This is an optimization exercise on Yosys and OpenROAD, whose aim is small area, a short achievable clock period and few clock cycles, not a production implementation. Only simulation tests tie the RTL to the original design; equivalence was not proved. No activity file was given, so power comes from the tool's default toggle rates.

==> inputs of job 1837 <==
// autd3_cpu
module autd3_cpu (
    input  wire        clk,
    input  wire        rst,
    input  wire        frame_valid,
    input  wire        tick_valid,
    output reg         evt_ready,
    output reg  [6:0]  hdr_addr,
    input  wire [7:0]  hdr_data,
    output reg  [7:0]  bulk_addr,
    input  wire [15:0] bulk_data,
    output reg         bus_valid,
    output reg         bus_we,
    output reg  [2:0]  bus_bank,
    output reg  [13:0] bus_addr,
    output reg  [15:0] bus_wdata,
    input  wire        bus_ready,
    input  wire [15:0] bus_rdata,
    input  wire [63:0] dc_now,
    input  wire [63:0] dc_next_start,
    input  wire [63:0] dc_period,
    output reg  [15:0] tx_ack
);
Settings: LEC_CHECK=0, CAP_MARGIN=20, CORE_MARGIN=2, CORE_UTILIZATION=40, PLACE_DENSITY=0.6, SETUP_SLACK_MARGIN=5, SLEW_MARGIN=20; clock period 9.0 ns.
run.sh (not shown) runs the stock make flow with config.mk's settings and CLKGATE_MAP_FILE= SYNTH_SCRIPT=/design/flow/synth_recipe.tcl, a recipe that flattens the netlist after the stock synthesis.
==> inputs of job 486, as changes to job 1837 <==
--- a/flow/design.v
+++ b/flow/design.v
@@ -70,11 +70,10 @@
         S_SSEND = 5'd21,
         S_DLY   = 5'd22,
         S_END   = 5'd23,   
         S_TRD   = 5'd24,   
         S_TCMP  = 5'd26,
-        S_TDEC  = 5'd25,
         S_TWT   = 5'd27,
         S_TINIT = 5'd28,
         S_TINF  = 5'd29,
         S_TAW   = 5'd30;
     reg [4:0]  st;
@@ -92,12 +91,11 @@
     reg [1:0]  seq_mode;
     reg        seq_pending;
     reg        which;
     reg [63:0] sync_n;
     reg [63:0] now_s;
-    reg [1:0]  c_g, c_p;
-    reg [15:0] per_r;
+    reg        c_sub, c_geg, c_gep;
     reg [1:0]  kw;
     reg        tcar;
     wire slot_free = ~bus_valid | bus_ready;
     wire rd_done   = bus_valid & ~bus_we & bus_ready;
     wire [1:0] gain_last = (seq_mode == MODE_PHASE_FULL) ? 2'd1 :
@@ -128,63 +126,32 @@
             3'd3:    clr_off = SEQ_CYCLE;
             3'd4:    clr_off = SEQ_DIV;
             default: clr_off = CTRL_FLAG;
         endcase
     end
-    function [16:0] cla16;
-        input [15:0] a;
-        input [15:0] b;
-        input        cin;
-        reg   [15:0] g, p, c;
-        reg   [3:0]  gg, gp;
-        reg   [4:0]  gc;
-        integer j;
-        begin
-            g = a & b;
-            p = a ^ b;
-            for (j = 0; j < 4; j = j + 1) begin
-                gg[j] = g[4*j+3] | (p[4*j+3] & g[4*j+2]) | (p[4*j+3] & p[4*j+2] & g[4*j+1]) |
-                        (p[4*j+3] & p[4*j+2] & p[4*j+1] & g[4*j]);
-                gp[j] = p[4*j+3] & p[4*j+2] & p[4*j+1] & p[4*j];
-            end
-            gc[0] = cin;
-            gc[1] = gg[0] | (gp[0] & cin);
-            gc[2] = gg[1] | (gp[1] & gg[0]) | (gp[1] & gp[0] & cin);
-            gc[3] = gg[2] | (gp[2] & gg[1]) | (gp[2] & gp[1] & gg[0]) | (gp[2] & gp[1] & gp[0] & cin);
-            gc[4] = gg[3] | (gp[3] & gg[2]) | (gp[3] & gp[2] & gg[1]) | (gp[3] & gp[2] & gp[1] & gg[0]) |
-                    (gp[3] & gp[2] & gp[1] & gp[0] & cin);
-            for (j = 0; j < 4; j = j + 1) begin
-                c[4*j]   = gc[j];
-                c[4*j+1] = g[4*j] | (p[4*j] & gc[j]);
-                c[4*j+2] = g[4*j+1] | (p[4*j+1] & g[4*j]) | (p[4*j+1] & p[4*j] & gc[j]);
-                c[4*j+3] = g[4*j+2] | (p[4*j+2] & g[4*j+1]) | (p[4*j+2] & p[4*j+1] & g[4*j]) |
-                           (p[4*j+2] & p[4*j+1] & p[4*j] & gc[j]);
-            end
-            cla16 = {gc[4], p ^ c};
-        end
-    endfunction
     reg [15:0] guard_w;
-    reg [15:0] per_nx;          
     always @* begin
         case (kw)
-            2'd0: begin guard_w = SYNC_GUARD[15:0];  per_nx = dc_period[31:16]; end
-            2'd1: begin guard_w = SYNC_GUARD[31:16]; per_nx = dc_period[47:32]; end
-            2'd2: begin guard_w = SYNC_GUARD[47:32]; per_nx = dc_period[63:48]; end
-            default: begin guard_w = SYNC_GUARD[63:48]; per_nx = dc_period[15:0]; end
+            2'd0: guard_w = SYNC_GUARD[15:0];
+            2'd1: guard_w = SYNC_GUARD[31:16];
+            2'd2: guard_w = SYNC_GUARD[47:32];
+            default: guard_w = SYNC_GUARD[63:48];
+        endcase
+    end
+    reg [15:0] per_w;
+    always @* begin
+        case (kw)
+            2'd0: per_w = dc_period[15:0];
+            2'd1: per_w = dc_period[31:16];
+            2'd2: per_w = dc_period[47:32];
+            default: per_w = dc_period[63:48];
         endcase
     end
-    wire [15:0] s_w   = now_s[15:0];
-    wire [15:0] nn_w  = ~sync_n[15:0];
-    wire [15:0] ng_w  = ~guard_w;
-    wire [15:0] np_w  = ~per_r;
-    wire [15:0] g_s   = s_w ^ nn_w ^ ng_w;
-    wire [15:0] g_c   = (s_w & nn_w) | (s_w & ng_w) | (nn_w & ng_w);
-    wire [15:0] p_s   = s_w ^ nn_w ^ np_w;
-    wire [15:0] p_c   = (s_w & nn_w) | (s_w & np_w) | (nn_w & np_w);
-    wire [16:0] g_sum = cla16(g_s, {g_c[14:0], c_g[0]}, c_g[1]);
-    wire [16:0] p_sum = cla16(p_s, {p_c[14:0], c_p[0]}, c_p[1]);
-    wire [16:0] tsum  = cla16(sync_n[15:0], per_r, tcar);
+    wire [16:0] tsum = {1'b0, sync_n[15:0]} + {1'b0, per_w} + {16'd0, tcar};
+    wire [16:0] dsub = {1'b0, now_s[15:0]} + {1'b0, ~sync_n[15:0]} + {16'd0, c_sub};
+    wire [16:0] dgeg = {1'b0, dsub[15:0]} + {1'b0, ~guard_w} + {16'd0, c_geg};
+    wire [16:0] dgep = {1'b0, dsub[15:0]} + {1'b0, ~per_w} + {16'd0, c_gep};
     wire [4:0] seq_tail = f_se ? S_SSEND : S_END;
     always @(posedge clk) begin
         if (rst) begin
             st          <= S_CDRV;
             evt_ready   <= 1'b0;
@@ -293,21 +260,20 @@
                                 tx_ack <= ack;
                             end
                         end
                     end
                     S_H0: begin
-                        ack[15:8] <= hdr_data;    
                         if (hdr_data == ack[15:8]) begin
                             evt_ready <= 1'b1;
                             st        <= S_IDLE;
                         end else begin
+                            ack      <= {hdr_data, 8'h00};
                             hdr_addr <= 7'd2;
                             st       <= S_H1;
                         end
                     end
                     S_H1: begin
-                        ack[7:0] <= 8'h00;
                         f_mb     <= hdr_data[0];
                         f_me     <= hdr_data[1];
                         f_sb     <= hdr_data[2];
                         f_se     <= hdr_data[3];
                         info_req <= hdr_data[5];
@@ -561,45 +527,44 @@
                         st        <= S_IDLE;
                     end
                     S_TRD: begin
                         sync_n <= dc_next_start;
                         now_s  <= dc_now;
-                        per_r  <= dc_period[15:0];
                         kw     <= 2'd0;
-                        c_g    <= 2'd3;
-                        c_p    <= 2'd3;
-                        tcar   <= 1'b0;
+                        c_sub  <= 1'b1;
+                        c_geg  <= 1'b1;
+                        c_gep  <= 1'b1;
                         st     <= S_TCMP;
                     end
                     S_TCMP: begin
-                        now_s  <= {tsum[15:0], now_s[63:16]};
+                        now_s  <= {16'd0, now_s[63:16]};
                         sync_n <= {sync_n[15:0], sync_n[63:16]};
-                        per_r  <= per_nx;
-                        tcar   <= tsum[16];
-                        c_g    <= {g_c[15], g_sum[16]};
-                        c_p    <= {p_c[15], p_sum[16]};
                         kw     <= kw + 2'd1;
-                        if (kw == 2'd3) st <= S_TDEC;
-                    end
-                    S_TDEC: begin
-                        if (c_g != 2'd3 || c_p == 2'd3) begin
-                            if (c_g == 2'd3) sync_n <= dc_next_start;
-                            now_s <= dc_now;
-                            per_r <= dc_period[15:0];
-                            c_g   <= 2'd3;
-                            c_p   <= 2'd3;
-                            tcar  <= 1'b0;
-                            st    <= S_TCMP;
-                        end else begin
-                            st <= S_TWT;
+                        c_sub  <= dsub[16];
+                        c_geg  <= dgeg[16];
+                        c_gep  <= dgep[16];
+                        if (kw == 2'd3) begin
+                            c_sub <= 1'b1;
+                            c_geg <= 1'b1;
+                            c_gep <= 1'b1;
+                            if (!(dsub[16] && dgeg[16])) begin
+                                now_s <= dc_now;              
+                            end else if (dgep[16]) begin
+                                sync_n <= dc_next_start;      
+                                now_s  <= dc_now;
+                            end else begin
+                                tcar <= 1'b0;
+                                st   <= S_TWT;
+                            end
                         end
                     end
                     S_TWT: if (slot_free) begin
                         bus_valid <= 1'b1; bus_we <= 1'b1; bus_bank <= BANK_CONFIG;
                         bus_addr  <= {10'd0, 1'b1, which, kw};
-                        bus_wdata <= now_s[15:0];
-                        now_s     <= {tsum[15:0], now_s[63:16]};
+                        bus_wdata <= tsum[15:0];
+                        tcar      <= tsum[16];
+                        sync_n    <= {sync_n[15:0], sync_n[63:16]};
                         kw        <= kw + 2'd1;
                         if (kw == 2'd3) st <= S_TINIT;
                     end
                     S_TINIT: if (slot_free) begin
                         bus_valid <= 1'b1; bus_we <= 1'b1; bus_bank <= BANK_CONFIG;
- CORE_UTILIZATION: 40 -> 65
- PLACE_DENSITY: 0.6 -> 0.75
- SETUP_SLACK_MARGIN: 5 -> unset
==> summary of the runs <==
Of job 486 and job 1837, job 486 has the higher core utilization (gap 31 points). In job 1837 the register-to-register slack is better than in job 486, by 3.2 ns. Between job 486 and job 1837, the lower area after synthesis is in job 486 (gap about 5.6%, measured against job 1837). Combinational power: job 486 is smaller than job 1837 (13%).
Testbench counts of job 1837, summed over its fixed seeds: cycles 63,979.
Testbench counts of job 486, summed over its fixed seeds: cycles 63,898.

## re-timing with driven ports
No port has a modelled driver above. Below, the same layouts with a new extraction and two added sets of constraints.
Step 1 sets driving cells, clkbuf_16 on the clock port and buf_2 on the other inputs (assumed; they add their load-dependent delay and slew).
Step 2, shift: input delay + t, output delay - t, t = (earliest + latest rising clock arrival at the registers) / 2. This alone moves slack from input paths to output paths.
Three values: no drivers, after step 1, after step 2; two values: the first two.
run | shift t [ns] | setup WS [ns] | worst setup path after step 2 | clock arrival spread, ns | cell pins on the clock port's net
job 1837 | 0.631 | 5.108 / 5.116 / 4.485 | input to register | 0.035 / 0.035 | 1
job 486 | 0.581 | 1.992 / 1.992 / 1.992 | register to register | 0.020 / 0.020 | 1
After both steps setup and hold are still met in every run listed. The setup slack of job 1837, which loses most, moves by +0.008 ns with the drivers and by -0.623 ns with both steps.
